Background: an optimization exercise with open tools, aiming at small area, a short achievable clock period and few clock cycles per item. Do not read the settings as production practice. Only simulation tests tie the RTL to the original design; equivalence was not proved. Power figures rest on the tool's default switching activity, not on a simulated workload.

## juniper
Design bias_relu, start of the top module:
module bias_relu (
    input  wire        clk,
    input  wire        rst,         
    input  wire        in_valid,
    output wire        in_ready,
    input  wire [31:0] in_a,        
    input  wire [31:0] in_b,        
    input  wire        in_add,      
    input  wire        in_relu,     
    output wire        out_valid,
    input  wire        out_ready,
    output wire [31:0] out_data
);
==> flow/config.mk <==
export PLATFORM = sky130hd
export DESIGN_NAME = bias_relu
export DESIGN_NICKNAME = bias_relu
export VERILOG_FILES = /design/flow/design.v
export SDC_FILE = /design/flow/constraint.sdc
export NUM_CORES = 4
export LEC_CHECK = 0
export ABC_AREA = 1
export CAP_MARGIN = 20
export CORE_MARGIN = 2
export CORE_UTILIZATION = 40
export SLEW_MARGIN = 20
==> flow/constraint.sdc <==
create_clock -name core_clock -period 24.0 [get_ports {clk}]
set_input_delay 4.8000 -clock core_clock [delete_from_list [all_inputs] [get_ports {clk}]]
set_output_delay 4.8000 -clock core_clock [all_outputs]
set_load 0.01 [all_outputs]
standard.sh (not shown) runs the stock make flow with config.mk's settings and CLKGATE_MAP_FILE= SYNTH_SCRIPT=/design/flow/synth_recipe.tcl, a recipe that flattens the netlist after the stock synthesis.
==> flow/flow/run.sh <==
#!/bin/bash
# Standard synthesis, then the standard layout steps with:
#  - repair_timing aiming for a setup margin of 18.2 ns on the design's clock,
#  - resizing not limited to the same cell footprint,
#  - port buffers of the smallest plain buffer (repair upsizes the critical ones).
set -e
bash standard.sh synth > synth.log 2>&1
bash standard.sh SETUP_SLACK_MARGIN=18.2 MATCH_CELL_FOOTPRINT=0 \
    "BUFFER_PORTS_ARGS=-buffer_cell sky130_fd_sc_hd__buf_1" finish > layout.log 2>&1
juniper ended with every stage complete and zero timing, DRC or antenna violations.
Testbench counts of juniper, summed over its fixed seeds: cycles 16,024, items 16,000.
> inputs changed (juniper -> garnet)
Settings: PLACE_DENSITY now 0.45, previously not set.
## What came out
garnet vs juniper: smallest setup slack after layout down in garnet. Cell count, garnet vs juniper: up slightly. Per the comparison of garnet with juniper, post-layout minimum cycle time rose 4.4 ps; final critical-path share of the clock period held; routed wire length grew by 2700 µm. Comparing juniper with garnet, the fmax came out essentially unchanged. garnet against juniper: met3 global-route usage now sits lower, worst-case hold slack now sits at about the same level.
Inputs modified between garnet and onyx:
Settings: PLACE_DENSITY removed (was 0.45).
==> flow/flow/run.sh <==
#!/bin/bash
# Standard synthesis, then the standard layout steps with:
#  - repair_timing aiming for a setup margin of 17.8 ns on the design's clock,
#  - resizing not limited to the same cell footprint,
#  - port buffers of the smallest plain buffer (repair upsizes the critical ones).
set -e
bash standard.sh synth > synth.log 2>&1
bash standard.sh SETUP_SLACK_MARGIN=17.8 MATCH_CELL_FOOTPRINT=0 \
    "BUFFER_PORTS_ARGS=-buffer_cell sky130_fd_sc_hd__buf_1" finish > layout.log 2>&1
[summary]
Going from garnet to onyx, areal power density over the cells shrank slightly. onyx improves on garnet in power. Delta (onyx minus garnet): share of power burned in the clock network has increased, met2 routed wirelength has decreased. On source-to-sink clock delay at the later pin of the worst-skew pair, onyx and garnet are neck and neck. Cell count after placement essentially unchanged between onyx and garnet. The run showing the smaller global-route usage is onyx. Post-CTS setup repair buffer count: onyx and garnet compared, lower one is onyx.
#### Input delta (yarrow over onyx)
==> flow/flow/run.sh <==
#!/bin/bash
# Standard synthesis, then the standard layout steps with repair_timing
# aiming for a setup margin of 18.3 ns on the design's clock. MATCH_CELL_FOOTPRINT=0
set -e
bash standard.sh synth > synth.log 2>&1
bash standard.sh SETUP_SLACK_MARGIN=18.3 MATCH_CELL_FOOTPRINT=0 finish > layout.log 2>&1
Results
Compare yarrow and onyx | depth of the most critical reg-to-reg path higher: onyx
Final-layout worst hold slack deteriorates in yarrow relative to onyx.
Number of non-filler instances in the completed layout ended up 1.9% higher on yarrow than on onyx.
| multi-input combinational cell area | yarrow vs onyx | 2.7% higher |
[inputs] nickel vs yarrow
Settings: an added CTS_CLUSTER_DIAMETER of 150; an added CTS_CLUSTER_SIZE of 60.
==> flow/flow/run.sh <==
#!/bin/bash
# Standard synthesis, then the standard layout steps with:
#  - repair_timing aiming for a setup margin of 18.2 ns on the design's clock,
#  - resizing not limited to the same cell footprint,
#  - port buffers of the smallest plain buffer (repair upsizes the critical ones).
set -e
bash standard.sh synth > synth.log 2>&1
bash standard.sh SETUP_SLACK_MARGIN=18.2 MATCH_CELL_FOOTPRINT=0 \
    "BUFFER_PORTS_ARGS=-buffer_cell sky130_fd_sc_hd__buf_1" finish > layout.log 2>&1
### Flow results
yarrow -> nickel: proportion of power drawn by flip-flops and latches flat. On ratio of final minimum period to clock period, nickel tracks yarrow almost exactly. nickel against yarrow; met3 wire length is down by more than 10%. Fmax: nickel higher than yarrow. Looking at register-to-register slack across both flows, nickel is the weaker of the two, with yarrow ahead.

* * *

bias_relu again, from the RTL that the note above started with.
Design bias_relu, start of the top module:
module bias_relu (
    input  wire        clk,
    input  wire        rst,         
    input  wire        in_valid,
    output wire        in_ready,
    input  wire [31:0] in_a,        
    input  wire [31:0] in_b,        
    input  wire        in_add,      
    input  wire        in_relu,     
    output wire        out_valid,
    input  wire        out_ready,
    output wire [31:0] out_data
);
==> flow/config.mk <==
export PLATFORM = sky130hd
export DESIGN_NAME = bias_relu
export DESIGN_NICKNAME = bias_relu
export VERILOG_FILES = /design/flow/design.v
export SDC_FILE = /design/flow/constraint.sdc
export NUM_CORES = 4
export LEC_CHECK = 0
export ABC_AREA = 1
export CAP_MARGIN = 20
export CORE_MARGIN = 2
export CORE_UTILIZATION = 40
export PLACE_DENSITY = 0.75
export SLEW_MARGIN = 20
==> flow/constraint.sdc <==
create_clock -name core_clock -period 24.0 [get_ports {clk}]
set_input_delay 4.8000 -clock core_clock [delete_from_list [all_inputs] [get_ports {clk}]]
set_output_delay 4.8000 -clock core_clock [all_outputs]
set_load 0.01 [all_outputs]
==> flow/flow/run.sh <==
#!/bin/bash
# Standard synthesis, then the standard layout steps with:
#  - repair_timing aiming for a setup margin of 18.2 ns on the design's clock,
#  - resizing not limited to the same cell footprint,
#  - port buffers of the smallest plain buffer (repair upsizes the critical ones).
set -e
bash standard.sh synth > synth.log 2>&1
bash standard.sh SETUP_SLACK_MARGIN=18.2 MATCH_CELL_FOOTPRINT=0 \
    "BUFFER_PORTS_ARGS=-buffer_cell sky130_fd_sc_hd__buf_1" finish > layout.log 2>&1
The starting point completed with no timing, DRC or antenna violations.
Testbench counts at the start, summed over its fixed seeds: cycles 16,024, items 16,000.
==> next run, changes <==
==> flow/flow/run.sh (replaced) <==
#!/bin/bash
# Standard synthesis, then the standard layout steps with repair_timing
# aiming for a setup margin of 18.2 ns on the design's clock. MATCH_CELL_FOOTPRINT=0
set -e
bash standard.sh synth > synth.log 2>&1
bash standard.sh SETUP_SLACK_MARGIN=18.2 MATCH_CELL_FOOTPRINT=0 finish > layout.log 2>&1
CORE_UTILIZATION = 52   (was 40)
PLACE_DENSITY = unset   (was 0.75)
Global-route usage climbs by 7.3 points.
Die area decreases by 23%.
Clock-buffer cell count drops by 1.
Routed wire length is higher by about 6%.
Sequential share of layout area went down by 1.2 points.
Total power grows by about 6%.
==> next run, changes <==
==> flow/flow/run.sh (replaced) <==
#!/bin/bash
# Standard synthesis, then the standard layout steps with:
#  - repair_timing aiming for a setup margin of 18.0 ns on the design's clock,
#  - resizing not limited to the same cell footprint,
#  - port buffers of the smallest plain buffer (repair upsizes the critical ones).
set -e
bash standard.sh synth > synth.log 2>&1
bash standard.sh SETUP_SLACK_MARGIN=18.0 MATCH_CELL_FOOTPRINT=0 \
    "BUFFER_PORTS_ARGS=-buffer_cell sky130_fd_sc_hd__buf_1" finish > layout.log 2>&1
CORE_UTILIZATION = 40   (was 52)
Result:
- The changed run ran to the end with no violations
- non-clock buffer count goes down by 22
- wire length decreases by about 4%
- first-iteration DRC count is lower by 27%
- sequential share of layout area came out higher by 1.5 points
- worst setup slack hardly moves
- clock skew came out lower by 8.0 ps
- design area falls by about 5%
- cell count came out higher by about 4%
==> next run, changes <==
--- a/flow/flow/run.sh
+++ b/flow/flow/run.sh
@@ -3 +3 @@
-#  - repair_timing aiming for a setup margin of 18.0 ns on the design's clock,
+#  - repair_timing aiming for a setup margin of 18.4 ns on the design's clock,
@@ -8 +8 @@
-bash standard.sh SETUP_SLACK_MARGIN=18.0 MATCH_CELL_FOOTPRINT=0 \
+bash standard.sh SETUP_SLACK_MARGIN=18.4 MATCH_CELL_FOOTPRINT=0 \
Area after synthesis is unchanged.
Global-route usage climbs by 0.45 points.
Design area climbs by 5.1%.
Flip-flop and latch count stays the same.
Combinational power climbs by 8.7%.
==> next run, changes <==
--- a/flow/flow/run.sh
+++ b/flow/flow/run.sh
@@ -3 +3 @@
-#  - repair_timing aiming for a setup margin of 18.4 ns on the design's clock,
+#  - repair_timing aiming for a setup margin of 18.2 ns on the design's clock,
@@ -8 +8 @@
-bash standard.sh SETUP_SLACK_MARGIN=18.4 MATCH_CELL_FOOTPRINT=0 \
+bash standard.sh SETUP_SLACK_MARGIN=18.2 MATCH_CELL_FOOTPRINT=0 \
CTS_BUF_LIST = sky130_fd_sc_hd__clkbuf_8   (was unset)
What happened:
- The changed run produced a clean layout
- total power falls by 7.5%
- via count falls by 1.5%
- synthesized area stays the same
- global-route usage falls by 0.45 points
- synthesized cell count is unchanged

* * *

bias_relu again, from the RTL that the note above started with.
Settings: LEC_CHECK=0, ABC_AREA=1, CAP_MARGIN=20, CORE_MARGIN=2, CORE_UTILIZATION=40, CTS_CLUSTER_DIAMETER=80, CTS_CLUSTER_SIZE=30, SLEW_MARGIN=20; clock period 24.0 ns.
==> flow/flow/run.sh <==
#!/bin/bash
# Standard synthesis, then the standard layout steps with:
#  - repair_timing aiming for a setup margin of 18.2 ns on the design's clock,
#  - resizing not limited to the same cell footprint,
#  - port buffers of the smallest plain buffer (repair upsizes the critical ones).
set -e
bash standard.sh synth > synth.log 2>&1
bash standard.sh SETUP_SLACK_MARGIN=18.2 MATCH_CELL_FOOTPRINT=0 \
    "BUFFER_PORTS_ARGS=-buffer_cell sky130_fd_sc_hd__buf_1" finish > layout.log 2>&1
Testbench counts at the start, summed over its fixed seeds: cycles 16,024, items 16,000.
Edit:
- ABC_AREA: 1 -> 0
- CTS_CLUSTER_DIAMETER: 80 -> default
- CTS_CLUSTER_SIZE: 30 -> default
- total power came out higher by a few percent
- sequential cell count is unchanged
- worst setup slack is worse by 610 ps
- hold slack gains 12 ps
- via count grows slightly
Edit:
- ABC_AREA: 0 -> 1
- GPL_TIMING_DRIVEN: default -> 1
Area after synthesis fell by 3.3%.
Routed wire length fell by 9.5%.
Clock-buffer cell count fell by 2.
Core utilization fell by 3.3 points.
Edit:
- CAP_MARGIN: 20 -> 10
- GPL_TIMING_DRIVEN: 1 -> default
- SLEW_MARGIN: 20 -> 10
Outcome: The new run finished clean. Global-route usage is unchanged. Cell area does not change. Power is unchanged. Fmax stays the same. Clock power is about the same. Worst setup slack stays the same. Cell count does not change. Register-to-register slack hardly moves. Synthesized area is unchanged.

[re-timing with driven ports]
In the flow no input, the clock included, has a driving cell. The finished layouts below were timed again as built, in two steps.
Step 1, drivers: a clkbuf_16 drives clk and a buf_2 each remaining input, both assumed.
Step 2 times the ports against the registers' clock, not the clock port: input delays grow and output delays shrink by t, the midpoint of the rising clock arrivals with the driver on.
Slacks: no drivers / after step 1 / after step 2; pairs: no drivers / after step 1.
run | shift t [ns] | setup slack, ns | worst slew at a driven data input, ns
juniper | 0.504 | 18.225 / 18.172 / 18.093 | 0.05
garnet | 0.499 | 18.220 / 18.167 / 18.074 | 0.05
onyx | 0.506 | 18.201 / 18.148 / 18.215 | 0.06
yarrow | 0.499 | 18.205 / 18.151 / 17.903 | 0.06
nickel | 0.504 | 18.225 / 18.172 / 18.093 | 0.05
the first run of note 2 | 0.505 | 18.202 / 18.151 / 18.081 | 0.04
the second run of note 2 | 0.490 | 18.204 / 18.153 / 17.911 | 0.06
the third run of note 2 | 0.502 | 18.203 / 18.153 / 18.246 | 0.06
the fourth run of note 2 | 0.503 | 18.224 / 18.170 / 18.316 | 0.05
the fifth run of note 2 | 0.538 | 18.173 / 18.125 / 18.093 | 0.05
the first run of note 3 | 0.504 | 18.225 / 18.172 / 18.093 | 0.05
the second run of note 3 | 0.510 | 17.614 / 17.614 / 17.614 | 0.04
the third run of note 3 | 0.504 | 18.225 / 18.172 / 18.093 | 0.05
the fourth run of note 3 | 0.504 | 18.225 / 18.172 / 18.093 | 0.05
After both steps every run listed still meets setup and hold. The setup slack of yarrow, which loses most, moves by -0.054 ns with the drivers and by -0.302 ns with both steps.
